From an optimization exercise on the open Yosys and OpenROAD flow, aimed at small area; shortcuts taken in it are not production practice.
RTL that was checked went through simulation tests only; none was proved equivalent to the original.
For run 5, only the layout was checked, not whether the RTL still works.
Power figures rest on the tool's default switching activity, not on a simulated workload.

===== flow/config.mk =====
export PLATFORM = sky130hd
export DESIGN_NAME = crc_frame_engine
export DESIGN_NICKNAME = crc_frame_engine
export VERILOG_FILES = /design/flow/design.v
export SDC_FILE = /design/flow/constraint.sdc
export NUM_CORES = 4
export LEC_CHECK = 0
export CAP_MARGIN = 20
export CORE_MARGIN = 2
export CORE_UTILIZATION = 60
export GPL_TIMING_DRIVEN = 0
export SLEW_MARGIN = 20

===== flow/constraint.sdc =====
create_clock -name core_clock -period 6.0 [get_ports {clk}]
set_input_delay 1.2000 -clock core_clock [delete_from_list [all_inputs] [get_ports {clk}]]
set_output_delay 1.2000 -clock core_clock [all_outputs]
set_load 0.01 [all_outputs]

===== flow/design.v =====
module crc_frame_engine (
    input  wire        clk,
    input  wire        rst,         
    input  wire        req_valid,
    output wire        req_ready,
    input  wire        req_write,
    input  wire [6:0]  req_addr,    
    input  wire [1:0]  req_size,    
    input  wire [31:0] req_wdata,
    output wire        rsp_valid,
    output wire        rsp_err,     
    output wire [31:0] rsp_rdata
);
    reg [199:0] r;             
    reg [7:0]   t;             
    reg [15:0]  crc;
    reg [15:0]  calc_crc;      
    reg [3:0]   count;
    reg [2:0]   pres;
    reg         cmd_err;
    reg         ovf;
    reg         smp_vld;       
    reg         fcrc_vld;      
    reg         busy;          
    wire [2:0] tk  = t[2:0];               
    wire [4:0] tb  = t[7:3];               
    wire       eob = (tk == 3'd7);
    wire       wrap = eob && (tb == 5'd24);
    wire [31:0] w       = req_wdata;
    wire [3:0]  cmd_op  = w[3:0];
    wire [7:0]  cmd_a   = w[15:8];
    wire [7:0]  cmd_len = w[23:16];
    wire        cmd_src = w[4];
    wire [4:0]  word    = req_addr[6:2];
    wire bus_ok = (req_size == 2'd2) && (req_addr[1:0] == 2'b00);
    wire wr_ok  = req_valid && bus_ok && req_write;
    wire rd_ok  = req_valid && bus_ok && !req_write;
    wire is_cmd = wr_ok && (word == 5'h00);
    reg cmd_legal;
    always @(*) begin
        case (cmd_op)
            4'h0, 4'h1, 4'h4, 4'h6:
                cmd_legal = (w[31:4] == 28'd0);
            4'h2, 4'h5:
                cmd_legal = (w[31:16] == 16'd0) && (w[7:4] == 4'd0);
            4'h3:
                cmd_legal = (w[31:24] == 8'd0) && (w[7:5] == 3'd0);
            default:
                cmd_legal = 1'b0;
        endcase
    end
    wire cmd_ok   = is_cmd && cmd_legal;
    wire op_init  = cmd_ok && (cmd_op == 4'h1);
    wire op_byte  = cmd_ok && (cmd_op == 4'h2);
    wire op_range = cmd_ok && (cmd_op == 4'h3);
    wire op_clear = cmd_ok && (cmd_op == 4'h4);
    wire op_push  = cmd_ok && (cmd_op == 4'h5);
    wire op_parse = cmd_ok && (cmd_op == 4'h6);
    wire [4:0] range_end   = cmd_a[3:0] + cmd_len[3:0];
    wire [4:0] range_limit = cmd_src ? 5'd10 : {1'b0, count};
    wire       range_ok    = (cmd_a[7:4] == 4'd0) && (cmd_len[7:4] == 4'd0) &&
                             (range_end <= range_limit);
    wire full       = (count == 4'd15);
    wire range_walk = op_range && range_ok && (cmd_len != 8'd0);
    wire parse_walk = op_parse && full;
    wire long_op    = op_byte || range_walk || parse_walk;
    wire push_wait  = op_push && !full;
    reg       ring_word;
    reg [4:0] rtb;
    always @(*) begin
        ring_word = 1'b1;
        case (word)
            5'h04:   rtb = 5'd24;       
            5'h05:   rtb = 5'd3;        
            5'h06:   rtb = 5'd7;        
            5'h07:   rtb = 5'd11;       
            5'h08:   rtb = 5'd14;       
            5'h09:   rtb = 5'd16;       
            5'h0A:   rtb = 5'd19;       
            5'h0B:   rtb = 5'd20;       
            5'h0C:   rtb = 5'd20;       
            default: begin rtb = 5'd0; ring_word = 1'b0; end
        endcase
    end
    wire ring_rd = rd_ok && ring_word;
    wire [3:0] count_inc = count + 4'd1;
    wire [4:0] idle_tgt  = ring_rd ? rtb : {1'b0, count_inc};
    wire       idle_hit  = eob && (tb == idle_tgt);
    wire [4:0] wk_tgt = busy ? range_end : {1'b0, cmd_a[3:0]};
    wire       wk_hit = op_parse ? wrap : (eob && (op_byte || (tb == wk_tgt)));
    wire       init   = !busy && long_op && wk_hit;
    wire       finish = busy && wk_hit;
    assign req_ready = busy ? wk_hit :
                       long_op ? 1'b0 :
                       (ring_rd || push_wait) ? idle_hit : 1'b1;
    wire accept = req_valid && req_ready;
    wire [31:0] win;
    genvar g, h;
    generate
        for (g = 0; g < 4; g = g + 1) begin : g_lane
            for (h = 0; h < 8; h = h + 1) begin : g_bit
                assign win[8*g + h] = r[1 + 8*g + 7 - h];
            end
        end
    endgenerate
    reg [3:0]  lane_en;
    reg [31:0] rd_fix;
    always @(*) begin
        lane_en = 4'b0000;
        rd_fix   = 32'd0;
        case (word)
            5'h01: rd_fix = {26'd0, ovf, cmd_err, 1'b0, pres};
            5'h02: rd_fix = {16'd0, crc};
            5'h03: rd_fix = {28'd0, count};
            5'h04: lane_en = {count > 4'd3,  count > 4'd2,  count > 4'd1,  count > 4'd0};
            5'h05: lane_en = {count > 4'd7,  count > 4'd6,  count > 4'd5,  count > 4'd4};
            5'h06: lane_en = {count > 4'd11, count > 4'd10, count > 4'd9,  count > 4'd8};
            5'h07: lane_en = {1'b0,          count > 4'd14, count > 4'd13, count > 4'd12};
            5'h08: lane_en = {2'b00, {2{smp_vld}}};
            5'h09: lane_en = {1'b0, {3{smp_vld}}};
            5'h0A: lane_en = {3'b000, smp_vld};
            5'h0B: lane_en = {2'b00, {2{smp_vld}}};
            5'h0C: begin
                lane_en = {{2{fcrc_vld}}, 2'b00};
                rd_fix   = {16'd0, calc_crc & {16{fcrc_vld}}};
            end
            5'h10: rd_fix = 32'h0000240A;
            5'h12: rd_fix = 32'h0000720F;
            default: ;
        endcase
    end
    assign rsp_valid = accept;
    assign rsp_err   = !bus_ok;
    assign rsp_rdata = (win & {{8{lane_en[3]}}, {8{lane_en[2]}}, {8{lane_en[1]}}, {8{lane_en[0]}}})
                     | rd_fix;
    reg [7:0] rom_byte;
    always @(*) begin
        case (tb)
            5'd1:    rom_byte = 8'h0A;
            5'd2:    rom_byte = 8'h24;
            5'd9:    rom_byte = 8'h0F;
            5'd10:   rom_byte = 8'h72;
            default: rom_byte = 8'h00;
        endcase
    end
    wire walk_bit = op_byte ? cmd_a[~tk] : (cmd_src ? rom_byte[~tk] : r[192]);
    wire p_good  = !pres[1];
    wire p_ok    = !pres[1] && !pres[2];
    wire p_start = (tb == 5'd0);
    wire p_walk  = (tb >= 5'd2) && (tb <= 5'd12);
    wire p_cmp   = (tb == 5'd13) || (tb == 5'd14);
    wire p_smp   = (tb >= 5'd15) && (tb <= 5'd22);
    wire p_recv  = (tb >= 5'd23);
    wire parsing = busy && op_parse;
    wire calc_init = parsing && (tb == 5'd1) && eob && p_good;
    wire calc_run  = parsing && p_good && (p_walk || p_cmp);
    wire start_bad = p_start && (r[0] != ((tk == 3'd4) || (tk == 3'd6)));
    wire mismatch  = p_cmp && (calc_crc[15] != r[0]);
    wire copy_en   = parsing && ((p_smp && p_ok) || (p_recv && p_good));
    wire        crc_fb   = crc[15] ^ walk_bit;
    wire [15:0] crc_next = {crc[14:0], crc_fb} ^ ({16{crc_fb}} & 16'h1020);
    wire        calc_fb   = calc_crc[15] ^ (r[0] & !p_cmp);
    wire        calc_tap  = calc_fb & !p_cmp;
    wire [15:0] calc_next = {calc_crc[14:0], calc_fb} ^ ({16{calc_tap}} & 16'h1020);
    reg copy_bit;
    always @(*) begin
        case (tb)
            5'd19, 5'd20:                      copy_bit = r[120];
            5'd16, 5'd18, 5'd22, 5'd24:        copy_bit = r[112];
            default:                           copy_bit = r[128];
        endcase
    end
    wire push_do = push_wait && idle_hit;
    wire crc_set = rst || (!busy && (op_init || (op_range && range_ok)));
    wire crc_wr  = wr_ok && (word == 5'h02);
    wire crc_sh  = busy && !op_parse;
    wire crc_hd  = !crc_wr && !crc_sh;
    wire [15:0] crc_d = {16{crc_set}} | (w[15:0] & {16{crc_wr}})
                      | (crc_next & {16{crc_sh}}) | (crc & {16{crc_hd}});
    integer i;
    always @(posedge clk) begin
        for (i = 0; i < 199; i = i + 1)
            r[i] <= r[i+1];
        r[199] <= copy_en ? copy_bit : r[0];
        if (push_do)
            for (i = 0; i < 8; i = i + 1)
                r[184 + i] <= cmd_a[7 - i];
        crc <= crc_d;
        calc_crc <= {16{calc_init}} | (calc_next & {16{calc_run}})
                  | (calc_crc & {16{!calc_run}});
    end
    always @(posedge clk) begin
        if (rst) begin
            t        <= 8'd0;
            count    <= 4'd0;
            pres     <= 3'd0;
            cmd_err  <= 1'b0;
            ovf      <= 1'b0;
            smp_vld  <= 1'b0;
            fcrc_vld <= 1'b0;
            busy     <= 1'b0;
        end else begin
            t <= wrap ? 8'd0 : t + 8'd1;
            if (parsing) begin
                if (start_bad) pres <= 3'd3;
                if (calc_run && mismatch) pres <= 3'd4;
                if (calc_init) fcrc_vld <= 1'b1;
                if (finish && p_ok) smp_vld <= 1'b1;
            end
            if (init) begin
                busy <= 1'b1;
                if (op_parse) pres <= 3'd1;
            end
            if (finish) busy <= 1'b0;
            if ((is_cmd && !cmd_legal) || (op_range && !range_ok)) cmd_err <= 1'b1;
            if (op_clear) count <= 4'd0;
            if (push_do) count <= count_inc;
            if (op_push && full) ovf <= 1'b1;
            if (op_parse && !full) pres <= 3'd2;        
            if (wr_ok && word == 5'h01) begin           
                if (w[4]) cmd_err <= 1'b0;
                if (w[5]) ovf     <= 1'b0;
            end
        end
    end
endmodule

===== flow/flow/run.sh =====
#!/bin/bash
# Own layout flow: the standard flow (standard.sh) with a few ORFS
# variables set for a smaller layout:
#  - synthesis maps the logic with an area-oriented ABC script and leaves
#    adders to ABC (ADDER_MAP_FILE empty)
#    (flow/abc_area.script in place of ORFS's abc_speed.script; every other
#    ORFS script is an unchanged copy, so registers are as in the standard
#    synthesis)
#  - the netlist's synthesis buffers are removed at floorplan
#  - port buffers are buf_1 instead of the default delay-buffer cell
#  - clock tree synthesis uses clkbuf_8 and inserts no dummy loads
# The make output goes to standard.log; each tool's own log is kept by ORFS
# under orfs/logs/.
set -euo pipefail
here=$(pwd)
rm -rf "$here/scripts_area"
cp -r "$FLOW_HOME/scripts" "$here/scripts_area"
cp "$here/flow/abc_area.script" "$here/scripts_area/abc_speed.script"
export SCRIPTS_DIR="$here/scripts_area"
export REMOVE_ABC_BUFFERS=1
export ADDER_MAP_FILE=
export BUFFER_PORTS_ARGS="-buffer_cell sky130_fd_sc_hd__buf_1"
export CTS_ARGS="-sink_clustering_enable -repair_clock_nets -dont_use_dummy_load -buf_list sky130_fd_sc_hd__clkbuf_8 -sink_clustering_size 20 -sink_clustering_max_diameter 50"
bash standard.sh > standard.log 2>&1

===== flow/flow/abc_area.script =====
strash
dc2
dch -f
amap -F 4 -A 8
strash
dc2
dch -f
amap -F 4 -A 8
topo
stime -c
dnsize -c

===== flow/standard.sh =====
#!/bin/bash
# synth_recipe.tcl (not shown) runs the flow's synth.tcl, then flattens the netlist and writes it again
# the make line also repeats each setting of config.mk as NAME=value (left out here)
make -C /OpenROAD-flow-scripts/flow DESIGN_CONFIG=/design/flow/config.mk WORK_HOME=/design/flow/orfs CLKGATE_MAP_FILE= SYNTH_SCRIPT=/design/flow/synth_recipe.tcl "${@:-finish}"

==> summary.txt, run 1 <==
outcome=timing/DRC/antenna clean; top_reg_cell synth=dfxtp_1; DR WL met2=7.69 mm; P per Cell Area=296 nW/um^2; Ports=80; worst setup path category=input port to primary output; vias post-DR=5,742; combinational share of power=3.2%; Crit Path Max Fanout=5; vias in the first global route=5,230; H-tree depth=1; Seq. cell area=5040 sq um; grt total ovfl=0; Net Sw Frac=20.8%; final worst-path cycle share=98.9%; Synth Area per Inst=10.6 sq um; routed vias/inst=5.81; top post-synthesis cells by area=dfxtp_1 (67%), clkinv_1 (3.9%), nor2_1 (3.8%); Synth Register Bits=252; Fmax=169 MHz; Post-synth EDFFs=0; Clock Path Buffers=3; FP Rows=41; share of layout cells above drive strength 1=5.26%; initial drt markers=589; top-count cell post-synth=dfxtp_1; Post-synth ARST share=0%; Clock Power Share=30.0%; pre-CTS setup slack=-575 ps; register-to-register setup slack=1290 ps; register area share after synthesis=66.6%; max_cap viols=0; Detailed Route WL=16.5 mm; Antenna Cells=0; Hold Buf Count CTS=0; Final GP Congestion=0.899; Rel. slew slack=28.5%; met3 wire length=1.20 mm; DR WL/cell=16.7 um; highest routed layer=met4; Die Span X=116 um; Final Hold Fails=0; Lkg Pwr=3.01 nW; clock sink count=252; Antenna Violating Nets Remaining=0; Req. time, crit path=4800 ps; HPWL Detailed=11.7 mm; drt drc=0; NetSw=522 uW; net total in the final layout=864; largest net degree at the start of global routing=21; shortest period the worst path allows=5930 ps; Met1 Routed Length=7.04 mm; Initial Utilization=60.8%; area grow syn2layout=11.9%; list of most frequent post-synthesis cells=dfxtp_1 (252), clkinv_1 (78), nor2_1 (77); maximum VDD drop=0.288 mV; final setup vio count=0; Die Area=13,500 sq um; Cell Area, Synth=7580 sq um; antenna violations before repair=0; Clock Tree Root=clkbuf_8; final setup skew=58.3 ps; CTS tree=built; Synth top area share=66.6%; Seq pwr share=66.8%; first-pass GRT wire length=25.9 mm; cts bufs inserted=19; cell internal pwr=1.98 mW; count of buffers from port buffering=79; CORE AREA=12,500 sq um; max-slew violation count=0; Tightest Pin Transition=1070 ps; Synth Warn #=1; Yosys top cell by area=dfxtp_1; Distinct cells, synth=39; Overall Global Routing Usage=24.0%; Worst-Skew Late Latency=520 ps; Mapped Cells=714; Startpoint Class=input port; Final WS setup=67.2 ps; filler cell count=979; drt pass-1 iters=9; Finished Core Util=68.0%; Hold Path Class=flip-flop to flip-flop; Critical Path AT=4730 ps; CTS clk-pin slew, worst paths=110 ps; Die Ht=116 um; area taken by multi-input logic gates=2330 sq um; CP endpoint kind=primary output
-- state kept, by name, summed over array words and instances (netlist names) --
| signal | count |
|---|---|
| smp_vld | 1 |
| pres | 3 |
| count | 4 |
| fcrc_vld | 1 |
| cmd_err | 1 |
| busy | 1 |
| r | 200 |
| crc | 16 |
| ovf | 1 |
| calc_crc | 16 |
| t | 8 |
-- worst max-delay path: stages --
cell and delay [ps]:
buf_1 60, or4_1 540, or3_4 350, nor3_4 210, a21oi_1 110, or4_4 430, a31oi_2 170, nand2b_1 110
or3_4 360, nor2_4 160, clkinv_2 110, nand3_1 80, o21ai_0 100, or2_1 270, o31ai_2 130, nor2b_1 190
clkbuf_2 140
-- layout make-up --
class / instances / area share [%]
Clock buffer: 19 / 3.08
Sequential cell: 252 / 59.5
Multi-Input combinational cell: 384 / 27.5
Timing Repair Buffer: 84 / 3.95
Tap cell: 172 / 2.54
Inverter: 78 / 3.47
-- through the flow --
| step | cell area (sq um) | hold slack [ps] | total power, mW | cells | TNS, ps |
|---|---|---|---|---|---|
| finish | 8480 | 259 | 2.51 | 989 | 0 |
| detailed placement | 8100 | 312 | 1.79 | 966 | -7350 |
| floorplan | 7580 | 310 | 1.76 | 714 | 0 |
| global route | 8480 | 246 | 2.60 | 989 | -45.1 |
| CTS | 8380 | 250 | 2.52 | 986 | 0 |
| global placement | 8090 | 313 | 1.79 | 965 | -7390 |
-- layout by cell type (no fill, tap or decap), types with 3 or more instances in the layout --
cell,n
clkinv_1,75
buf_4,5
buf_1,78
a222oi_1,18
clkbuf_8,19
o2111ai_1,3
a2111oi_0,3
nand2b_1,5
nand2_1,38
or3_1,8
or4_1,4
o22ai_1,17
a21oi_1,35
o21a_1,6
nor3_1,19
nor2b_1,20
nand4_1,5
o211ai_1,8
or2_0,4
a211oi_1,5
a221oi_1,3
a31oi_1,3
dfxtp_1,252
a221o_1,9
o221ai_1,19
o21ai_0,31
nand3_1,8
a22oi_1,5
or3_4,3
nor2_1,73
-- repair_timing --
item | 4_1_cts | 5_1_grt
pin swaps | 0 | 3
setup endpoints to repair | 14 | 8
endpoints found under the hold margin | 0 | 0
resized for setup | 5 | 16
setup buffers | 1 | 3
-- routing by layer --
metal  vias up  GRT usage, %
met5         -             0
met4         0          9.05
met3        43          4.00
met2       246          39.1
met1      2715          32.5
li1       2738             -
-- logic make-up after synthesis --
group	share of synthesized area (%)
compound gates	17.0
simple gates	12.6
buf+inv	3.86
flops	66.6
-- final timing paths --
check	start	end	depth (start not counted)
worst max-delay path	req_wdata[20]	rsp_valid	17
worst min-delay path	r[124]	r[123]	0
worst max register to register	count[1]	r[188]	14
worst min register to register	r[124]	r[123]	0
-- power by group through the flow --
stage          sequential (mW)  combinational [mW]  clock (mW)
2_1_floorplan             1.71              0.0432           0
3_3_place_gp              1.71              0.0737           0
3_5_place_dp              1.71              0.0755           0
4_1_cts                   1.67              0.0766       0.771
5_1_grt                   1.68              0.0896       0.834
6_report                  1.67              0.0810       0.751
==> run 2: changes to the inputs <==
--- a/flow/flow/run.sh
+++ b/flow/flow/run.sh
@@ -21,4 +21,4 @@
 export ADDER_MAP_FILE=
 export BUFFER_PORTS_ARGS="-buffer_cell sky130_fd_sc_hd__buf_1"
-export CTS_ARGS="-sink_clustering_enable -repair_clock_nets -dont_use_dummy_load -buf_list sky130_fd_sc_hd__clkbuf_8 -sink_clustering_size 20 -sink_clustering_max_diameter 50"
+export CTS_ARGS="-sink_clustering_enable -repair_clock_nets -dont_use_dummy_load -buf_list sky130_fd_sc_hd__clkbuf_8 -sink_clustering_size 24 -sink_clustering_max_diameter 50"
 bash standard.sh > standard.log 2>&1
==> run 2 against run 1 <==
Effect of this change: still clean on timing, DRC and antenna; sequential power hardly changed; non-clock buffer count is 1 lower; register-to-register slack better by 130 ps; first-iteration DRC count is 1.7% lower; cell count is 0.20% lower; clock-buffer cell count is 1 lower; clock power is 2% lower; clock skew is 8.6 ps higher; worst setup slack better by 20 ps; core utilization is 0.20 points lower; sequential share of layout area is 0.18 points higher; combinational power is 0.5% lower; critical path type unchanged; largest cell class unchanged.
==> summary.txt, run 2 <==
min-delay src=r[194] (was r[124]); Rel. slew slack=29.9% (was 28.5%); final setup vio count=0 (unchanged); CP Cell Sequence=buf_1 -> or4_1 -> or3_4 -> nor3_4 -> a21oi_1 -> or4_4 -> a31oi_2 -> nand2b_1 -> buf_4 -> or3_4 -> nand3_1 -> o21ai_0 -> or2_1 -> o31ai_2 -> nor2b_1 -> clkbuf_2 (was buf_1 -> or4_1 -> or3_4 -> nor3_4 -> a21oi_1 -> or4_4 -> a31oi_2 -> nand2b_1 -> or3_4 -> nor2_4 -> clkinv_2 -> nand3_1 -> o21ai_0 -> or2_1 -> o31ai_2 -> nor2b_1 -> clkbuf_2); pre-CTS setup slack=-575 ps (unchanged); Post-synth ARST share=0% (unchanged); Final GP Congestion=0.899 (unchanged); CP max-delay cell=or4_1 (unchanged); vias in the first global route=5,225 (was 5,230); CORE AREA=12,500 sq um (unchanged); most used cell, CP=or3_4 (unchanged); P per Cell Area=295 nW/um^2 (was 296 nW/um^2); largest net degree at the start of global routing=25 (was 21); Synth top area share=66.6% (unchanged); Detailed Route WL=16.4 mm (was 16.5 mm); Antenna Cells=0 (unchanged); cts bufs inserted=18 (was 19); H-tree depth=1 (unchanged); CTS clk-pin slew, worst paths=120 ps (was 110 ps); Final WS setup=86.7 ps (was 67.2 ps); CP endpoint kind=primary output (unchanged); Hold WS=273 ps (was 259 ps); Critical Path AT=4710 ps (was 4730 ps); cell internal pwr=1.97 mW (was 1.98 mW); vias post-DR=5,718 (was 5,742); Synth Register Bits=252 (unchanged); routed vias/inst=5.79 (was 5.81); initial drt markers=579 (was 589); share of layout cells above drive strength 1=5.03% (was 5.26%); Die Ht=116 um (unchanged); Mapped Cells=714 (unchanged); count of buffers from port buffering=79 (unchanged); Synth Area per Inst=10.6 sq um (unchanged); Hold Buf Count CTS=0 (unchanged); worst setup path category=input port to primary output (unchanged); Synth Warn #=1 (unchanged); DR WL/cell=16.7 um (about the same); register with the most flip-flops=r (unchanged); drt drc=0 (unchanged); Post-synth EDFFs=0 (unchanged); area grow syn2layout=11.6% (was 11.9%); Req. time, crit path=4800 ps (about the same); grt total ovfl=0 (unchanged); net total in the final layout=862 (was 864); combinational share of power=3.2% (about the same); top-count cell post-synth=dfxtp_1 (unchanged); Lkg Pwr=3.00 nW (was 3.01 nW); Die Span X=116 um (unchanged); list of most frequent post-synthesis cells=dfxtp_1 (252), clkinv_1 (78), nor2_1 (77) (unchanged); Max stage delay on crit path=540 ps (about the same); Final Hold Fails=0 (unchanged); HPWL Detailed=11.7 mm (unchanged); final setup skew=67.0 ps (was 58.3 ps); Clock Path Buffers=3 (unchanged); Worst-Skew Late Latency=520 ps (about the same); clock sink count=252 (unchanged); Largest regs=r (200), calc_crc (16), crc (16) (unchanged); Fmax=169 MHz (about the same); final worst-path cycle share=98.6% (was 98.9%); hold path depth=0 (unchanged); Reg-to-Reg End=r[185] (was r[188]); leading cell types in the layout, fill and taps excluded=dfxtp_1 (252), buf_1 (78), clkinv_1 (75) (unchanged); Design Power=2.49 mW (was 2.51 mW); Clock Power Share=29.6% (was 30.0%); outcome=timing/DRC/antenna clean (unchanged); end of the worst hold path=r[193] (was r[123]); Startpoint Class=input port (unchanged); Overall Global Routing Usage=24.1% (was 24.0%); Yosys top cell by area=dfxtp_1 (unchanged); Final TNS setup=0 ps (unchanged); Clock Tree Root=clkbuf_8 (unchanged); Tightest Pin Transition=1050 ps (was 1070 ps); antenna violations before repair=0 (unchanged); Initial Utilization=60.8% (unchanged); CP delay by family, top=simple AND/OR/NAND/NOR gates (unchanged); top post-synthesis cells by area=dfxtp_1 (67%), clkinv_1 (3.9%), nor2_1 (3.8%) (unchanged); Distinct cells, synth=39 (unchanged); Crit Path Max Fanout=6 (was 5); drt pass-1 iters=6 (was 9); launch point of the worst reg-to-reg path=count[1] (unchanged); max-slew violation count=0 (unchanged); FP Rows=41 (unchanged); Antenna Violating Nets Remaining=0 (unchanged); Hold Path Class=flip-flop to flip-flop (unchanged); worst path bufs/invs=3 (unchanged); Net Sw Frac=20.9% (was 20.8%); NetSw=522 uW (about the same); maximum VDD drop=0.295 mV (was 0.288 mV); CTS tree=built (unchanged); register-to-register setup slack=1420 ps (was 1290 ps); leading cell type in the layout, fill and taps excluded=dfxtp_1 (unchanged); Ports=80 (unchanged); top_reg_cell synth=dfxtp_1 (unchanged); R2R depth=13 (was 14); Cell Area, Synth=7580 sq um (unchanged); Seq pwr share=67.2% (was 66.8%); Die Area=13,500 sq um (unchanged); max FFs per register=200 (unchanged); first-pass GRT wire length=25.9 mm (about the same); max_cap viols=0 (unchanged); register area share after synthesis=66.6% (unchanged); shortest period the worst path allows=5910 ps (was 5930 ps)
-- run 2: cell counts after synthesis --
Identical to the previous run, type by type.
-- run 2: power by group through the flow --
stage | sequential (mW) | clock (mW) | combinational (mW)
2_1_floorplan | 1.71 | 0 | 0.0432
3_3_place_gp | 1.71 | 0 | 0.0737
3_5_place_dp | 1.71 | 0 | 0.0755
4_1_cts | 1.68 | 0.762 | 0.0766
5_1_grt | 1.68 | 0.818 | 0.0891
6_report | 1.68 | 0.737 | 0.0806
-- run 2: repair_timing --
item | CTS | global route
gates cloned | 0 | 0
pin swaps | 0 | 3
buffers inserted | 1 | 2
gates resized for setup | 5 | 16
setup endpoints to repair | 14 | 7
-- run 2: area by class of cell --
class | instances | area [sq um]
multi-input cells | 384 | 2320
flip-flops and latches | 252 | 5040
fillers | 993 | 4010
repair buffers | 83 | 328
inverters | 78 | 295
well taps | 172 | 215
clock buffers | 18 | 248
-- run 2: logic make-up after synthesis --
family,share of synthesized area (%)
flops,66.6
simple gates,12.6
compound gates,17.0
buf+inv,3.86
-- run 2: worst max path at each step --
stage / start / to / cells after the start
floorplan: req_wdata[20] / rsp_valid / 15
global placement: req_wdata[20] / calc_crc[10] / 16
detailed placement: req_wdata[20] / calc_crc[2] / 16
CTS: req_wdata[20] / rsp_valid / 17
global route: req_size[0] / rsp_valid / 14
finish: req_wdata[20] / rsp_valid / 16
-- run 2: through the flow --
| stage | cell area [sq um] | instances | util [%] |
|---|---|---|---|
| detailed placement | 8100 | 966 | 65.0 |
| CTS | 8370 | 985 | 67.1 |
| floorplan | 7580 | 714 | - |
| finish | 8460 | 987 | 67.8 |
| global route | 8460 | 987 | 67.8 |
| global placement | 8090 | 965 | 64.9 |
-- run 2: routing by layer --
layer / share of wire [%] / track usage [%]
met5: 0 / 0
met4: 3.6 / 9.44
met3: 6.9 / 3.84
met2: 46 / 39.1
met1: 43 / 32.6
==> run 3: changes to the inputs <==
--- a/flow/design.v
+++ b/flow/design.v
@@ -86,13 +86,18 @@
     wire [3:0] count_inc = count + 4'd1;
     wire [4:0] idle_tgt  = ring_rd ? rtb : {1'b0, count_inc};
-    wire       idle_hit  = eob && (tb == idle_tgt);
     wire [4:0] wk_tgt = busy ? range_end : {1'b0, cmd_a[3:0]};
     wire       wk_hit = op_parse ? wrap : (eob && (op_byte || (tb == wk_tgt)));
     wire       init   = !busy && long_op && wk_hit;
-    wire       finish = busy && wk_hit;
-    assign req_ready = busy ? wk_hit :
-                       long_op ? 1'b0 :
-                       (ring_rd || push_wait) ? idle_hit : 1'b1;
-    wire accept = req_valid && req_ready;
+    wire tk6      = (tk == 3'd6);
+    wire idle_pre = tk6 && (tb == idle_tgt);
+    wire wk_pre   = tk6 && (op_parse ? (tb == 5'd24) : (op_byte || (tb == wk_tgt)));
+    reg  rdy_q;
+    assign req_ready = rdy_q;
+    wire accept = req_valid && rdy_q;
+    wire finish = busy && accept;       
+    wire rdy_d  = req_valid && !accept &&
+                  (busy ? wk_pre :
+                   long_op ? 1'b0 :
+                   (ring_rd || push_wait) ? idle_pre : 1'b1);
     wire [31:0] win;
     genvar g, h;
@@ -171,5 +176,5 @@
         endcase
     end
-    wire push_do = push_wait && idle_hit;
+    wire push_do = accept && push_wait;
     wire crc_set = rst || (!busy && (op_init || (op_range && range_ok)));
     wire crc_wr  = wr_ok && (word == 5'h02);
@@ -200,5 +205,7 @@
             fcrc_vld <= 1'b0;
             busy     <= 1'b0;
+            rdy_q    <= 1'b0;
         end else begin
+            rdy_q <= rdy_d;
             t <= wrap ? 8'd0 : t + 8'd1;
             if (parsing) begin
--- a/flow/flow/run.sh
+++ b/flow/flow/run.sh
@@ -21,4 +21,4 @@
 export ADDER_MAP_FILE=
 export BUFFER_PORTS_ARGS="-buffer_cell sky130_fd_sc_hd__buf_1"
-export CTS_ARGS="-sink_clustering_enable -repair_clock_nets -dont_use_dummy_load -buf_list sky130_fd_sc_hd__clkbuf_8 -sink_clustering_size 24 -sink_clustering_max_diameter 50"
+export CTS_ARGS="-sink_clustering_enable -repair_clock_nets -dont_use_dummy_load -buf_list sky130_fd_sc_hd__clkbuf_8 -sink_clustering_size 20 -sink_clustering_max_diameter 50"
 bash standard.sh > standard.log 2>&1
--- a/flow/config.mk
+++ b/flow/config.mk
@@ -8,5 +8,5 @@
 export CAP_MARGIN = 20
 export CORE_MARGIN = 2
-export CORE_UTILIZATION = 60
+export CORE_UTILIZATION = 70
 export GPL_TIMING_DRIVEN = 0
 export SLEW_MARGIN = 20
==> run 3 against run 2 <==
Effect of this change: highest routed layer unchanged; global-route usage rose by 8.8 points; core utilization rose by 9.8 points; clock skew fell by 16 ps; register-to-register slack improved by 1200 ps; power rose by 0.12%; combinational power rose by 5.6%; synthesized area rose by 0.66%; critical endpoint is now calc_crc[12].
==> summary.txt, run 3 <==
outcome=timing/DRC/antenna clean (unchanged); Post-synth ARST share=0% (unchanged); Detailed Route WL=19.0 mm (was 16.4 mm); leading cell type in the layout, fill and taps excluded=dfxtp_1 (unchanged); cts repair resizes=0 (was 5); hold path depth=0 (unchanged); maximum VDD drop=0.300 mV (was 0.295 mV); P per Cell Area=299 nW/um^2 (was 295 nW/um^2); Critical Path AT=6220 ps (was 4710 ps); Finished Core Util=77.6% (was 67.8%); fin cells=954 (was 987); CORE AREA=10,700 sq um (was 12,500 sq um); worst setup path category=input port to flip-flop (was input port to primary output); Clock Tree Root=clkbuf_8 (unchanged); Synth Warn #=1 (unchanged); first-pass GRT wire length=29.5 mm (was 25.9 mm); share of layout cells above drive strength 1=2.33% (was 5.03%); net total in the final layout=861 (was 862); Synth Area per Inst=10.6 sq um (about the same); Distinct cells, synth=39 (unchanged); vias post-DR=6,023 (was 5,718); count of buffers from port buffering=79 (unchanged); Hold Path Class=flip-flop to flip-flop (unchanged); launch point of the worst reg-to-reg path=t[0] (was count[1]); Post-CTS Setup Inserts=0 (was 1); Ports=80 (unchanged); Final WS setup=181 ps (was 86.7 ps); cts bufs inserted=17 (was 18); Clock Path Buffers=3 (unchanged); Die Area=11,700 sq um (was 13,500 sq um); Worst-Skew Late Latency=520 ps (about the same); Design Power=2.50 mW (was 2.49 mW); Mapped Cells=717 (was 714); Final Hold Fails=0 (unchanged); CP endpoint kind=flip-flop (was primary output); FP Rows=38 (was 41); largest net degree at the start of global routing=21 (was 25); shortest period the worst path allows=5820 ps (was 5910 ps); Antenna Cells=0 (unchanged); Post-synth EDFFs=0 (unchanged); Die Ht=108 um (was 116 um); HPWL Detailed=13.9 mm (was 11.7 mm); area grow syn2layout=9.38% (was 11.6%); Crit Path Max Fanout=15 (was 6); Largest regs=r (200), calc_crc (16), crc (16) (unchanged); Yosys top cell by area=dfxtp_1 (unchanged); Final GP Congestion=0.959 (was 0.899); drt pass-1 iters=6 (unchanged); max_cap viols=0 (unchanged); Hold Buf Count CTS=0 (unchanged); Hold WS=293 ps (was 273 ps); drt drc=0 (unchanged); antenna violations before repair=0 (unchanged); max-slew violation count=0 (unchanged); register with the most flip-flops=r (unchanged); final setup skew=51.3 ps (was 67.0 ps); Initial Utilization=71.0% (was 60.8%); register area share after synthesis=66.4% (was 66.6%); vias in the first global route=5,730 (was 5,225); final worst-path cycle share=97.0% (was 98.6%); Startpoint Class=input port (unchanged); Synth top area share=66.4% (was 66.6%); register-to-register setup slack=2650 ps (was 1420 ps); R2R depth=10 (was 13); min-delay src=r[107] (was r[194]); Fmax=172 MHz (was 169 MHz); routed vias/inst=6.31 (was 5.79); end of the worst hold path=r[106] (was r[193]); Cell Area, Synth=7630 sq um (was 7580 sq um); top-count cell post-synth=dfxtp_1 (unchanged); Tightest Pin Transition=1080 ps (was 1050 ps); CTS tree=built (unchanged); DP Cell Count=937 (was 966); grt total ovfl=0 (unchanged); Reg-to-Reg End=calc_crc[12] (was r[185]); Rel. slew slack=27.9% (was 29.9%); CTS clk-pin slew, worst paths=110 ps (was 120 ps); max FFs per register=200 (unchanged); clock sink count=253 (was 252); list of most frequent post-synthesis cells=dfxtp_1 (253), clkinv_1 (91), nor2_1 (73) (was dfxtp_1 (252), clkinv_1 (78), nor2_1 (77)); pre-CTS setup slack=-60.9 ps (was -575 ps); filler cell count=720 (was 993); Overall Global Routing Usage=32.9% (was 24.1%); RSZ-0062 raised after global routing=no; DR WL/cell=20.0 um (was 16.7 um); final setup vio count=0 (unchanged); DP Area=8110 sq um (was 8100 sq um); Design Area, Final=8340 sq um (was 8460 sq um); Die Span X=108 um (was 116 um); initial drt markers=701 (was 579); Final TNS setup=0 ps (unchanged); Req. time, crit path=6400 ps (was 4800 ps); H-tree depth=1 (unchanged); top_reg_cell synth=dfxtp_1 (unchanged); top post-synthesis cells by area=dfxtp_1 (66%), clkinv_1 (4.5%), nor2_1 (3.6%) (was dfxtp_1 (67%), clkinv_1 (3.9%), nor2_1 (3.8%)); Synth Register Bits=253 (was 252); leading cell types in the layout, fill and taps excluded=dfxtp_1 (253), clkinv_1 (91), buf_1 (79) (was dfxtp_1 (252), buf_1 (78), clkinv_1 (75)); Antenna Violating Nets Remaining=0 (unchanged); Lkg Pwr=2.97 nW (was 3.00 nW)
-- run 3: changes by cell type after synthesis, moves of 3 or more --
cell      previous run  this run
a211oi_1             5         8
nor2_1              77        73
a221o_1              9         6
clkinv_1            78        91
o211ai_1             8         5
o21ai_0             32        37
a22oi_1              5        11
o22ai_1             17        13
o21a_1               6         9
a21oi_1             36        25
nor2b_1             20        17
nand2_1             38        34
-- run 3: worst max-delay path, cell delays in order --
cell	delay [ps]
buf_1	70
or4_1	550
or3_1	340
nor3_1	370
a21oi_1	130
nor4_1	320
nand2b_1	170
or4_1	460
nor2_1	300
clkinv_1	230
nor3_1	420
clkinv_1	200
nor3_1	590
clkinv_1	610
o221ai_1	240
-- run 3: how the worst max path moves through the flow --
| stage | start | end | slack [ps] | depth (start not counted) |
|---|---|---|---|---|
| 5_1_grt | req_wdata[20] | calc_crc[2] | 10 | 15 |
| 2_1_floorplan | req_wdata[20] | calc_crc[12] | 1010 | 13 |
| 4_1_cts | req_wdata[20] | calc_crc[12] | 460 | 15 |
| 3_3_place_gp | req_wdata[20] | calc_crc[12] | -60 | 14 |
| 6_report | req_wdata[20] | calc_crc[12] | 180 | 15 |
| 3_5_place_dp | req_wdata[20] | calc_crc[12] | -60 | 15 |
-- run 3: kinds of logic after synthesis --
kind of cell	share of synthesized area, %
compound gates	17.4
buf+inv	4.48
flops	66.4
simple gates	11.7
-- run 3: report_power, final --
group          switching [mW]  total, mW  internal, mW
Clock                   0.471      0.729         0.257
Sequential            0.00239       1.68          1.68
Combinational          0.0577     0.0851        0.0274
-- run 3: cell type report --
cell class | count | area (sq um) | share of cell area, %
clock buffer | 17 | 234 | 2.80
timing repair buffer | 80 | 304 | 3.64
multi-input combinational | 373 | 2220 | 26.6
sequential | 253 | 5060 | 60.7
tap | 140 | 175 | 2.10
inverter | 91 | 342 | 4.09
-- run 3: routing by layer --
metal / vias up / global-route usage [%] / wire length (um)
met4: 0 / 13.6 / 810
met1: 2797 / 41.5 / 7390
met2: 385 / 55.8 / 8990
met3: 79 / 6.21 / 1860
li1: 2762 / - / -
met5: - / 0 / 0
==> run 4: changes to the inputs <==
--- a/flow/config.mk
+++ b/flow/config.mk
@@ -8,5 +8,5 @@
 export CAP_MARGIN = 20
 export CORE_MARGIN = 2
-export CORE_UTILIZATION = 70
+export CORE_UTILIZATION = 60
 export GPL_TIMING_DRIVEN = 0
 export SLEW_MARGIN = 20
==> run 4 against run 3 <==
Effect of this change: wire length down 8.0%; hold slack worse by 18 ps; non-clock buffer count unchanged; critical path type unchanged; via count down 5.5%; sequential share of layout area down 0.39 points; critical path depth unchanged.
==> summary.txt, run 4 <==
routed vias/inst=5.76 (was 6.31); initial drt markers=696 (was 701); Distinct cells, synth=39 (unchanged); grt total ovfl=0 (unchanged); Die Area=13,600 sq um (was 11,700 sq um); Req. time, crit path=6410 ps (was 6400 ps); Mapped Cells=717 (unchanged); Tightest Pin Transition=1050 ps (was 1080 ps); register area share after synthesis=66.4% (unchanged); HPWL Detailed=12.8 mm (was 13.9 mm); highest routed layer=met4 (unchanged); maximum VDD drop=0.265 mV (was 0.300 mV); final setup skew=43.6 ps (was 51.3 ps); Initial Utilization=60.9% (was 71.0%); Detailed Route WL=17.5 mm (was 19.0 mm); vias in the first global route=5,227 (was 5,730); Lkg Pwr=2.98 nW (was 2.97 nW); DP Cell Count=969 (was 937); min-delay src=r[115] (was r[107]); share of layout cells above drive strength 1=2.45% (was 2.33%); drt pass-1 iters=7 (was 6); Largest regs=r (200), calc_crc (16), crc (16) (unchanged); Crit Path Max Fanout=15 (unchanged); antenna violations before repair=0 (unchanged); Yosys top cell by area=dfxtp_1 (unchanged); Final GP Congestion=0.896 (was 0.959); Antenna Violating Nets Remaining=0 (unchanged); Overall Global Routing Usage=26.0% (was 32.9%); P per Cell Area=298 nW/um^2 (was 299 nW/um^2); top post-synthesis cells by area=dfxtp_1 (66%), clkinv_1 (4.5%), nor2_1 (3.6%) (unchanged); max FFs per register=200 (unchanged); cts bufs inserted=18 (was 17); max_cap viols=0 (unchanged); DR WL met2=7.84 mm (was 8.99 mm); CORE AREA=12,500 sq um (was 10,700 sq um); Die Ht=117 um (was 108 um); CTS clk-pin slew, worst paths=100 ps (was 110 ps); Synth top area share=66.4% (unchanged); area grow syn2layout=10.1% (was 9.38%); CTS tree=built (unchanged); top-count cell post-synth=dfxtp_1 (unchanged); Fmax=180 MHz (was 172 MHz); Final Hold Fails=0 (unchanged); clock sink count=253 (unchanged); FP Rows=41 (was 38); register with the most flip-flops=r (unchanged); count of buffers from port buffering=79 (unchanged); Rel. slew slack=29.8% (was 27.9%); Startpoint Class=input port (unchanged); list of most frequent post-synthesis cells=dfxtp_1 (253), clkinv_1 (91), nor2_1 (73) (unchanged); leading cell types in the layout, fill and taps excluded=dfxtp_1 (253), clkinv_1 (90), buf_1 (79) (was dfxtp_1 (253), clkinv_1 (91), buf_1 (79)); Critical Path Start=req_wdata[20] (unchanged); Clock Path Buffers=3 (unchanged); Final TNS setup=0 ps (unchanged); Post-synth EDFFs=0 (unchanged); Finished Core Util=67.1% (was 77.6%); H-tree depth=1 (unchanged); Hold Buf Count CTS=0 (unchanged); vias post-DR=5,691 (was 6,023); final worst-path cycle share=92.4% (was 97.0%); final setup vio count=0 (unchanged); drt drc=0 (unchanged); top_reg_cell synth=dfxtp_1 (unchanged); RSZ-0062 raised after global routing=no (unchanged); Clock Tree Root=clkbuf_8 (unchanged); Critical Path AT=5960 ps (was 6220 ps); max-slew violation count=0 (unchanged); fin cells=988 (was 954); Worst-Skew Late Latency=510 ps (was 520 ps); Die Span X=117 um (was 108 um); Post-synth ARST share=0% (unchanged); CP endpoint kind=flip-flop (unchanged); Cell Area, Synth=7630 sq um (unchanged); Ports=80 (unchanged); Synth Register Bits=253 (unchanged); met3 wire length=1.33 mm (was 1.86 mm); Met1 Routed Length=7.88 mm (was 7.39 mm); first-pass GRT wire length=27.4 mm (was 29.5 mm); launch point of the worst reg-to-reg path=t[3] (was t[0]); shortest period the worst path allows=5540 ps (was 5820 ps); leading cell type in the layout, fill and taps excluded=dfxtp_1 (unchanged); Synth Area per Inst=10.6 sq um (unchanged); Synth Warn #=1 (unchanged); Hold Path Class=flip-flop to flip-flop (unchanged); net total in the final layout=862 (was 861); outcome=timing/DRC/antenna clean (unchanged); Design Power=2.51 mW (was 2.50 mW); worst setup path category=input port to flip-flop (unchanged); DR WL/cell=17.7 um (was 20.0 um); largest net degree at the start of global routing=21 (unchanged)
[run 4: final cells by class]
cell class | instances | area, sq um
timing repair buffer | 80 | 304
multi-input combinational | 373 | 2220
clock buffer | 18 | 248
antenna | 1 | 2.50
fill | 1016 | 4120
inverter | 91 | 342
tap | 172 | 215
sequential | 253 | 5060
[run 4: timing repair]
| item | in CTS | in global routing |
|---|---|---|
| setup buffers | 0 | 0 |
| setup endpoints to repair | 0 | 15 |
| gates resized for setup | 0 | 1 |
[run 4: kinds of logic after synthesis]
logic type	Yosys count	synth area share [%]
buffers and inverters	91	4.48
DFF	253	66.4
and+or+nand+nor	190	11.7
AOI/OAI and AO/OA	183	17.4
[run 4: path summary, 6_finish.rpt]
path	end	slack [ps]	cells past startpoint
worst min-delay path	r[114]	280	0
worst max register to register	calc_crc[0]	2720	9
worst max-delay path	calc_crc[14]	460	15
worst min register to register	r[114]	280	0
[run 4: per-stage QoR]
step / instance area (sq um) / hold slack [ps] / setup slack [ps]
after floorplan: 7630 / 310 / 1010
after global placement: 8140 / 311 / -162
after detailed placement: 8150 / 312 / -198
after CTS: 8390 / 279 / 315
after global routing: 8390 / 269 / 87.3
final: 8400 / 275 / 458
[run 4: where the power goes]
part	switching [mW]	internal [mW]	total [mW]
sequential	0.00235	1.68	1.68
clock	0.470	0.271	0.741
combinational	0.0557	0.0273	0.0830
total	0.528	1.98	2.51
[run 4: critical path, stage by stage]
cell,delay [ps]
buf_1,70
or4_1,570
or3_1,330
nor3_1,410
a21oi_1,130
nor4_1,350
nand2b_1,180
or4_1,470
nor2_1,320
clkinv_1,240
nor3_1,460
clkinv_1,230
nor3_1,570
inv_2,280
o221ai_1,150
[run 4: layer usage]
layer | vias up | track usage (%)
met5 | - | 0
met4 | 0 | 7.61
met3 | 28 | 4.51
met2 | 237 | 40.2
met1 | 2668 | 37.7
li1 | 2758 | -
==> run 5: changes to the inputs <==
--- a/flow/design.v
+++ b/flow/design.v
@@ -12,8 +12,7 @@
     output wire [31:0] rsp_rdata
 );
-    reg [199:0] r;             
+    reg [215:0] r;             
     reg [7:0]   t;             
     reg [15:0]  crc;
-    reg [15:0]  calc_crc;      
     reg [3:0]   count;
     reg [2:0]   pres;
@@ -23,8 +22,11 @@
     reg         fcrc_vld;      
     reg         busy;          
-    wire [2:0] tk  = t[2:0];               
-    wire [4:0] tb  = t[7:3];               
-    wire       eob = (tk == 3'd7);
-    wire       wrap = eob && (tb == 5'd24);
+    reg         rev2;          
+    reg         rdy_q;         
+    wire [2:0] tk   = t[2:0];              
+    wire [4:0] tb   = t[7:3];              
+    wire       eob  = (tk == 3'd7);
+    wire       tk6  = (tk == 3'd6);
+    wire       wrap = eob && (tb == 5'd26);
     wire [31:0] w       = req_wdata;
     wire [3:0]  cmd_op  = w[3:0];
@@ -71,5 +73,5 @@
         ring_word = 1'b1;
         case (word)
-            5'h04:   rtb = 5'd24;       
+            5'h04:   rtb = 5'd26;       
             5'h05:   rtb = 5'd3;        
             5'h06:   rtb = 5'd7;        
@@ -79,5 +81,5 @@
             5'h0A:   rtb = 5'd19;       
             5'h0B:   rtb = 5'd20;       
-            5'h0C:   rtb = 5'd20;       
+            5'h0C:   rtb = 5'd22;       
             default: begin rtb = 5'd0; ring_word = 1'b0; end
         endcase
@@ -89,8 +91,7 @@
     wire       wk_hit = op_parse ? wrap : (eob && (op_byte || (tb == wk_tgt)));
     wire       init   = !busy && long_op && wk_hit;
-    wire tk6      = (tk == 3'd6);
     wire idle_pre = tk6 && (tb == idle_tgt);
-    wire wk_pre   = tk6 && (op_parse ? (tb == 5'd24) : (op_byte || (tb == wk_tgt)));
-    reg  rdy_q;
+    wire wk_pre   = tk6 && (op_parse ? (rev2 && (tb == 5'd26)) :
+                                       (op_byte || (tb == wk_tgt)));
     assign req_ready = rdy_q;
     wire accept = req_valid && rdy_q;
@@ -113,5 +114,5 @@
     always @(*) begin
         lane_en = 4'b0000;
-        rd_fix   = 32'd0;
+        rd_fix  = 32'd0;
         case (word)
             5'h01: rd_fix = {26'd0, ovf, cmd_err, 1'b0, pres};
@@ -126,8 +127,5 @@
             5'h0A: lane_en = {3'b000, smp_vld};
             5'h0B: lane_en = {2'b00, {2{smp_vld}}};
-            5'h0C: begin
-                lane_en = {{2{fcrc_vld}}, 2'b00};
-                rd_fix   = {16'd0, calc_crc & {16{fcrc_vld}}};
-            end
+            5'h0C: lane_en = {4{fcrc_vld}};
             5'h10: rd_fix = 32'h0000240A;
             5'h12: rd_fix = 32'h0000720F;
@@ -149,49 +147,52 @@
         endcase
     end
-    wire walk_bit = op_byte ? cmd_a[~tk] : (cmd_src ? rom_byte[~tk] : r[192]);
+    wire range_bit = op_byte ? cmd_a[~tk] : (cmd_src ? rom_byte[~tk] : r[208]);
+    wire parsing = busy && op_parse;
     wire p_good  = !pres[1];
     wire p_ok    = !pres[1] && !pres[2];
-    wire p_start = (tb == 5'd0);
     wire p_walk  = (tb >= 5'd2) && (tb <= 5'd12);
     wire p_cmp   = (tb == 5'd13) || (tb == 5'd14);
     wire p_smp   = (tb >= 5'd15) && (tb <= 5'd22);
-    wire p_recv  = (tb >= 5'd23);
-    wire parsing = busy && op_parse;
-    wire calc_init = parsing && (tb == 5'd1) && eob && p_good;
-    wire calc_run  = parsing && p_good && (p_walk || p_cmp);
-    wire start_bad = p_start && (r[0] != ((tk == 3'd4) || (tk == 3'd6)));
-    wire mismatch  = p_cmp && (calc_crc[15] != r[0]);
-    wire copy_en   = parsing && ((p_smp && p_ok) || (p_recv && p_good));
-    wire        crc_fb   = crc[15] ^ walk_bit;
-    wire [15:0] crc_next = {crc[14:0], crc_fb} ^ ({16{crc_fb}} & 16'h1020);
-    wire        calc_fb   = calc_crc[15] ^ (r[0] & !p_cmp);
-    wire        calc_tap  = calc_fb & !p_cmp;
-    wire [15:0] calc_next = {calc_crc[14:0], calc_fb} ^ ({16{calc_tap}} & 16'h1020);
+    wire p_calc  = (tb == 5'd23) || (tb == 5'd24);
+    wire p_recv  = (tb >= 5'd25);
+    wire p_rot   = (tb == 5'd22) || (tb == 5'd25);
+    wire pg      = parsing && p_good;
+    wire start_bad = parsing && !rev2 && (tb == 5'd0) &&
+                     (r[0] != ((tk == 3'd4) || (tk == 3'd6)));
+    wire mismatch  = pg && rev2 && p_cmp && (crc[15] != r[0]);
+    wire p_set  = pg && rev2 && (tb == 5'd1) && eob;
+    wire p_step = pg && rev2 && p_walk;
+    wire p_rol  = pg && (p_rot || p_cmp);
+    wire p_swap = pg && p_calc;
+    wire copy_en = parsing && rev2 && ((p_smp && p_ok) || (p_recv && p_good));
     reg copy_bit;
     always @(*) begin
         case (tb)
-            5'd19, 5'd20:                      copy_bit = r[120];
-            5'd16, 5'd18, 5'd22, 5'd24:        copy_bit = r[112];
-            default:                           copy_bit = r[128];
+            5'd19, 5'd20:                      copy_bit = r[136];
+            5'd16, 5'd18, 5'd22, 5'd25:        copy_bit = r[128];
+            5'd26:                             copy_bit = r[112];
+            default:                           copy_bit = r[144];
         endcase
     end
     wire push_do = accept && push_wait;
-    wire crc_set = rst || (!busy && (op_init || (op_range && range_ok)));
+    wire        step   = (busy && !op_parse) || p_step;
+    wire        crc_fb = crc[15] ^ (op_parse ? r[0] : range_bit);
+    wire        crc_in = step ? crc_fb : (p_swap ? r[0] : crc[15]);
+    wire [15:0] crc_sh_v = {crc[14:0], crc_in} ^ ({16{step && crc_fb}} & 16'h1020);
+    wire crc_set = rst || p_set || (!busy && (op_init || (op_range && range_ok)));
     wire crc_wr  = wr_ok && (word == 5'h02);
-    wire crc_sh  = busy && !op_parse;
+    wire crc_sh  = step || p_rol || p_swap;
     wire crc_hd  = !crc_wr && !crc_sh;
     wire [15:0] crc_d = {16{crc_set}} | (w[15:0] & {16{crc_wr}})
-                      | (crc_next & {16{crc_sh}}) | (crc & {16{crc_hd}});
+                      | (crc_sh_v & {16{crc_sh}}) | (crc & {16{crc_hd}});
     integer i;
     always @(posedge clk) begin
-        for (i = 0; i < 199; i = i + 1)
+        for (i = 0; i < 215; i = i + 1)
             r[i] <= r[i+1];
-        r[199] <= copy_en ? copy_bit : r[0];
+        r[215] <= copy_en ? copy_bit : (p_swap ? crc[15] : r[0]);
         if (push_do)
             for (i = 0; i < 8; i = i + 1)
-                r[184 + i] <= cmd_a[7 - i];
+                r[200 + i] <= cmd_a[7 - i];
         crc <= crc_d;
-        calc_crc <= {16{calc_init}} | (calc_next & {16{calc_run}})
-                  | (calc_crc & {16{!calc_run}});
     end
     always @(posedge clk) begin
@@ -205,16 +206,17 @@
             fcrc_vld <= 1'b0;
             busy     <= 1'b0;
+            rev2     <= 1'b0;
             rdy_q    <= 1'b0;
         end else begin
             rdy_q <= rdy_d;
             t <= wrap ? 8'd0 : t + 8'd1;
-            if (parsing) begin
-                if (start_bad) pres <= 3'd3;
-                if (calc_run && mismatch) pres <= 3'd4;
-                if (calc_init) fcrc_vld <= 1'b1;
-                if (finish && p_ok) smp_vld <= 1'b1;
-            end
+            if (start_bad) pres <= 3'd3;
+            if (mismatch) pres <= 3'd4;
+            if (p_swap) fcrc_vld <= 1'b1;
+            if (finish && op_parse && p_ok) smp_vld <= 1'b1;
+            if (parsing && wrap) rev2 <= 1'b1;
             if (init) begin
                 busy <= 1'b1;
+                rev2 <= 1'b0;
                 if (op_parse) pres <= 3'd1;
             end
==> run 5 against run 4 <==
Effect of this change: synthesized area shrank 0.56%; die area fell by 0.54%; core utilization rose by 0.31 points; non-clock buffer count is the same; worst setup slack worse by 150 ps; sequential power hardly changed; clock-buffer cell count is 1 lower; combinational power grew 5.2%; sequential share of layout area is 0.21 points higher; register-to-register slack improved by 200 ps; fmax is 2.7% lower.
==> summary.txt, run 5 <==
initial drt markers=431 (was 696); Startpoint Class=input port (unchanged); Detailed Route WL=17.1 mm (was 17.5 mm); Die Area=13,600 sq um (about the same); register with the most flip-flops=r (unchanged); launch point of the worst reg-to-reg path=t[4] (was t[3]); Max stage delay on crit path=540 ps (was 570 ps); Distinct cells, synth=43 (was 39); Seq pwr share=67.9% (was 67.1%); Lkg Pwr=2.93 nW (was 2.98 nW); worst setup path end=crc[0] (was calc_crc[14]); Clock Tree Root=clkbuf_8 (unchanged); vias post-DR=5,560 (was 5,691); Yosys top cell by area=dfxtp_1 (unchanged); worst setup path category=input port to flip-flop (unchanged); Clock Power Share=28.6% (was 29.6%); Hold Path Class=flip-flop to flip-flop (unchanged); antenna violations before repair=0 (unchanged); Cell Area, Synth=7580 sq um (was 7630 sq um); cell internal pwr=1.97 mW (was 1.98 mW); Synth Warn #=1 (unchanged); CORE AREA=12,500 sq um (about the same); Worst-Skew Late Latency=500 ps (was 510 ps); CTS tree=built (unchanged); NetSw=518 uW (was 528 uW); count of buffers from port buffering=79 (unchanged); final setup skew=55.0 ps (was 43.6 ps); top_reg_cell synth=dfxtp_1 (unchanged); Ports=80 (unchanged); CP max-delay cell=or4_1 (unchanged); Die Span X=116 um (was 117 um); max FFs per register=216 (was 200); worst path bufs/invs=4 (unchanged); filler cell count=975 (was 1,016); Req. time, crit path=6380 ps (was 6410 ps); shortest period the worst path allows=5700 ps (was 5540 ps); max_cap viols=0 (unchanged); net total in the final layout=870 (was 862); Critical Path AT=6080 ps (was 5960 ps); Hold WS=320 ps (was 275 ps); Finished Core Util=67.4% (was 67.1%); CP Cell Sequence=buf_1 -> or4_1 -> or3_1 -> nor3_1 -> nand2_1 -> nor2_1 -> o2111ai_1 -> nor4_4 -> clkinv_1 -> nor4_4 -> clkinv_1 -> or3_1 -> nor3_2 -> clkinv_1 -> o311a_2 -> nand2_4 -> o21a_1 -> o221ai_1 (was buf_1 -> or4_1 -> or3_1 -> nor3_1 -> a21oi_1 -> nor4_1 -> nand2b_1 -> or4_1 -> nor2_1 -> clkinv_1 -> nor3_1 -> clkinv_1 -> nor3_1 -> inv_2 -> o221ai_1); Design Area, Final=8400 sq um (about the same); combinational share of power=3.5% (was 3.3%); drt pass-1 iters=5 (was 7); DP Area=8120 sq um (was 8150 sq um); cts bufs inserted=17 (was 18); Mapped Cells=726 (was 717); Initial Utilization=60.8% (was 60.9%); R2R depth=14 (was 9); Die Ht=116 um (was 117 um); largest net degree at the start of global routing=21 (unchanged); final worst-path cycle share=94.9% (was 92.4%); list of most frequent post-synthesis cells=dfxtp_1 (254), nor2_1 (91), clkinv_1 (87) (was dfxtp_1 (253), clkinv_1 (91), nor2_1 (73)); maximum VDD drop=0.366 mV (was 0.265 mV); Reg-to-Reg End=crc[0] (was calc_crc[0]); Post-synth EDFFs=0 (unchanged); H-tree depth=1 (unchanged); top-count cell post-synth=dfxtp_1 (unchanged); min-delay src=r[106] (was r[115]); P per Cell Area=296 nW/um^2 (was 298 nW/um^2); Crit Path Max Fanout=17 (was 15); Overall Global Routing Usage=25.5% (was 26.0%); Antenna Violating Nets Remaining=0 (unchanged); Final TNS setup=0 ps (unchanged); Post-synth ARST share=0% (unchanged); first-pass GRT wire length=26.8 mm (was 27.4 mm); Synth Register Bits=254 (was 253); Tightest Pin Transition=871 ps (was 1050 ps); Antenna Cells=0 (was 1); register area share after synthesis=67.0% (was 66.4%); CP endpoint kind=flip-flop (unchanged); leading cell types in the layout, fill and taps excluded=dfxtp_1 (254), nor2_1 (91), clkinv_1 (87) (was dfxtp_1 (253), clkinv_1 (90), buf_1 (79)); CTS clk-pin slew, worst paths=110 ps (was 100 ps); clock sink count=254 (was 253); Clock Path Buffers=3 (unchanged); Synth top area share=67.0% (was 66.4%); CP delay by family, top=simple AND/OR/NAND/NOR gates (unchanged); vias in the first global route=5,245 (was 5,227); drt drc=0 (unchanged); most used cell, CP=clkinv_1 (was nor3_1); outcome=timing/DRC/antenna clean (unchanged); share of layout cells above drive strength 1=3.16% (was 2.45%); critical path depth in cells=18 (was 15); Largest regs=r (216), crc (16), t (8) (was r (200), calc_crc (16), crc (16)); Design Power=2.49 mW (was 2.51 mW); Final GP Congestion=0.947 (was 0.896); Net Sw Frac=20.8% (was 21.1%); routed vias/inst=5.59 (was 5.76); final setup vio count=0 (unchanged); RSZ-0062 raised after global routing=no (unchanged); Synth Area per Inst=10.4 sq um (was 10.6 sq um); HPWL Detailed=12.6 mm (was 12.8 mm); grt total ovfl=0 (unchanged); top post-synthesis cells by area=dfxtp_1 (67%), nor2_1 (4.5%), clkinv_1 (4.3%) (was dfxtp_1 (66%), clkinv_1 (4.5%), nor2_1 (3.6%)); FP Rows=41 (unchanged); Final Hold Fails=0 (unchanged); max-slew violation count=0 (unchanged); Fmax=176 MHz (was 180 MHz); DR WL/cell=17.2 um (was 17.7 um); area grow syn2layout=10.8% (was 10.1%); register-to-register setup slack=2920 ps (was 2720 ps); Rel. slew slack=41.3% (was 29.8%); Critical Path Start=req_wdata[20] (unchanged); leading cell type in the layout, fill and taps excluded=dfxtp_1 (unchanged)
-- run 5: cell types whose count changed after synthesis, moves of 4 or more --
cell,before,now
nor2_1,73,91
clkinv_1,91,87
o21a_1,9,20
nor3_1,22,16
a22oi_1,11,4
nand3_1,8,12
or3_1,12,7
nor4_1,5,10
a21oi_1,25,32
a221o_1,6,2
a222oi_1,20,3
or4_1,6,1
-- run 5: cells by family after synthesis --
| family | synth area share (%) |
|---|---|
| flip-flops | 67.0 |
| AND/OR/NAND/NOR | 12.5 |
| AO/OA/AOI/OAI | 16.2 |
| buffers and inverters | 4.31 |
-- run 5: timing repair --
action                     CTS  global route
pin swaps                    0             0
setup buffers                0             0
setup endpoints to repair   17            16
resized for setup            5             3
hold buffers                 0             0
-- run 5: cell type report --
type,count,area (sq um),area share [%]
sequential,254,5080,60.5
multi-input combinational,385,2240,26.6
inverter,87,327,3.89
timing repair buffer,80,304,3.62
clock buffer,17,234,2.79
tap,172,215,2.56
-- run 5: per-stage QoR --
| stage | std cells | setup slack (ps) |
|---|---|---|
| 3_5_place_dp | 978 | -1650 |
| 3_3_place_gp | 977 | -1510 |
| 4_1_cts | 995 | 169 |
| 5_1_grt | 995 | 72.7 |
| 2_1_floorplan | 726 | 268 |
| 6_report | 995 | 305 |
-- run 5: worst register-to-register path: stages (launching register included) --
cell,delay [ps]
dfxtp_1,480
clkinv_1,330
or3_1,460
o32a_1,310
o22ai_1,170
o32ai_1,90
nor2_1,100
nor3_1,60
a21oi_1,180
nor2_1,60
nor2_1,100
clkinv_1,60
nand2b_1,230
a21boi_0,180
o221ai_1,200
-- run 5: how the worst min path moves through the flow --
stage | to | cells past startpoint
6_report | r[105] | 0
5_1_grt | r[172] | 0
4_1_cts | r[2] | 0
3_5_place_dp | r[118] | 0
3_3_place_gp | r[208] | 0
2_1_floorplan | r[100] | 0
-- run 5: power groups by stage --
stage / clock network (mW) / registers, mW / logic (mW)
floorplan: 0 / 1.73 / 0.0465
global placement: 0 / 1.73 / 0.0820
detailed placement: 0 / 1.73 / 0.0836
CTS: 0.729 / 1.69 / 0.0850
global route: 0.784 / 1.69 / 0.0958
finish: 0.712 / 1.69 / 0.0873
-- run 5: layer usage --
layer  track usage (%)  vias to the layer above  wire length (um)
met2              39.0                      232              7560
met1              37.0                     2560              7980
met3              3.94                       34              1170
met5                 0                        -                 0
met4              9.13                        0               431
li1                  -                     2734                 -

==> static timing again, ports no longer ideal <==
Ports are ideal in the flow. The routed layouts listed here were re-timed in OpenROAD. Step 1: set_driving_cell puts a clkbuf_16 on clk and a buf_2 on each other input, an assumption about the parent block. Step 2, shift: input delay + t, output delay - t, t = (earliest + latest rising clock arrival at the registers) / 2. This alone moves slack from input paths to output paths. Three values: ideal ports, drivers, drivers and shift; two values: the first two.
run	t (ns)	slack for setup (ns)	worst setup path at the end	worst slew at a driven data input, ns	cell pins on the clock port's net
run 1	0.524	0.067 / 0.048 / -0.219	input to register	0.05	1
run 2	0.528	0.087 / 0.067 / -0.163	input to register	0.05	1
run 3	0.532	0.181 / 0.197 / -0.334	input to register	0.06	1
run 4	0.529	0.458 / 0.475 / -0.054	input to register	0.07	1
run 5	0.514	0.305 / 0.317 / -0.198	input to register	0.05	1
Met with ideal ports but missed after step 2: setup timing in every run listed. For run 3, which loses most, drivers alone change the setup slack by +0.016 ns; drivers and shift together by -0.515 ns.
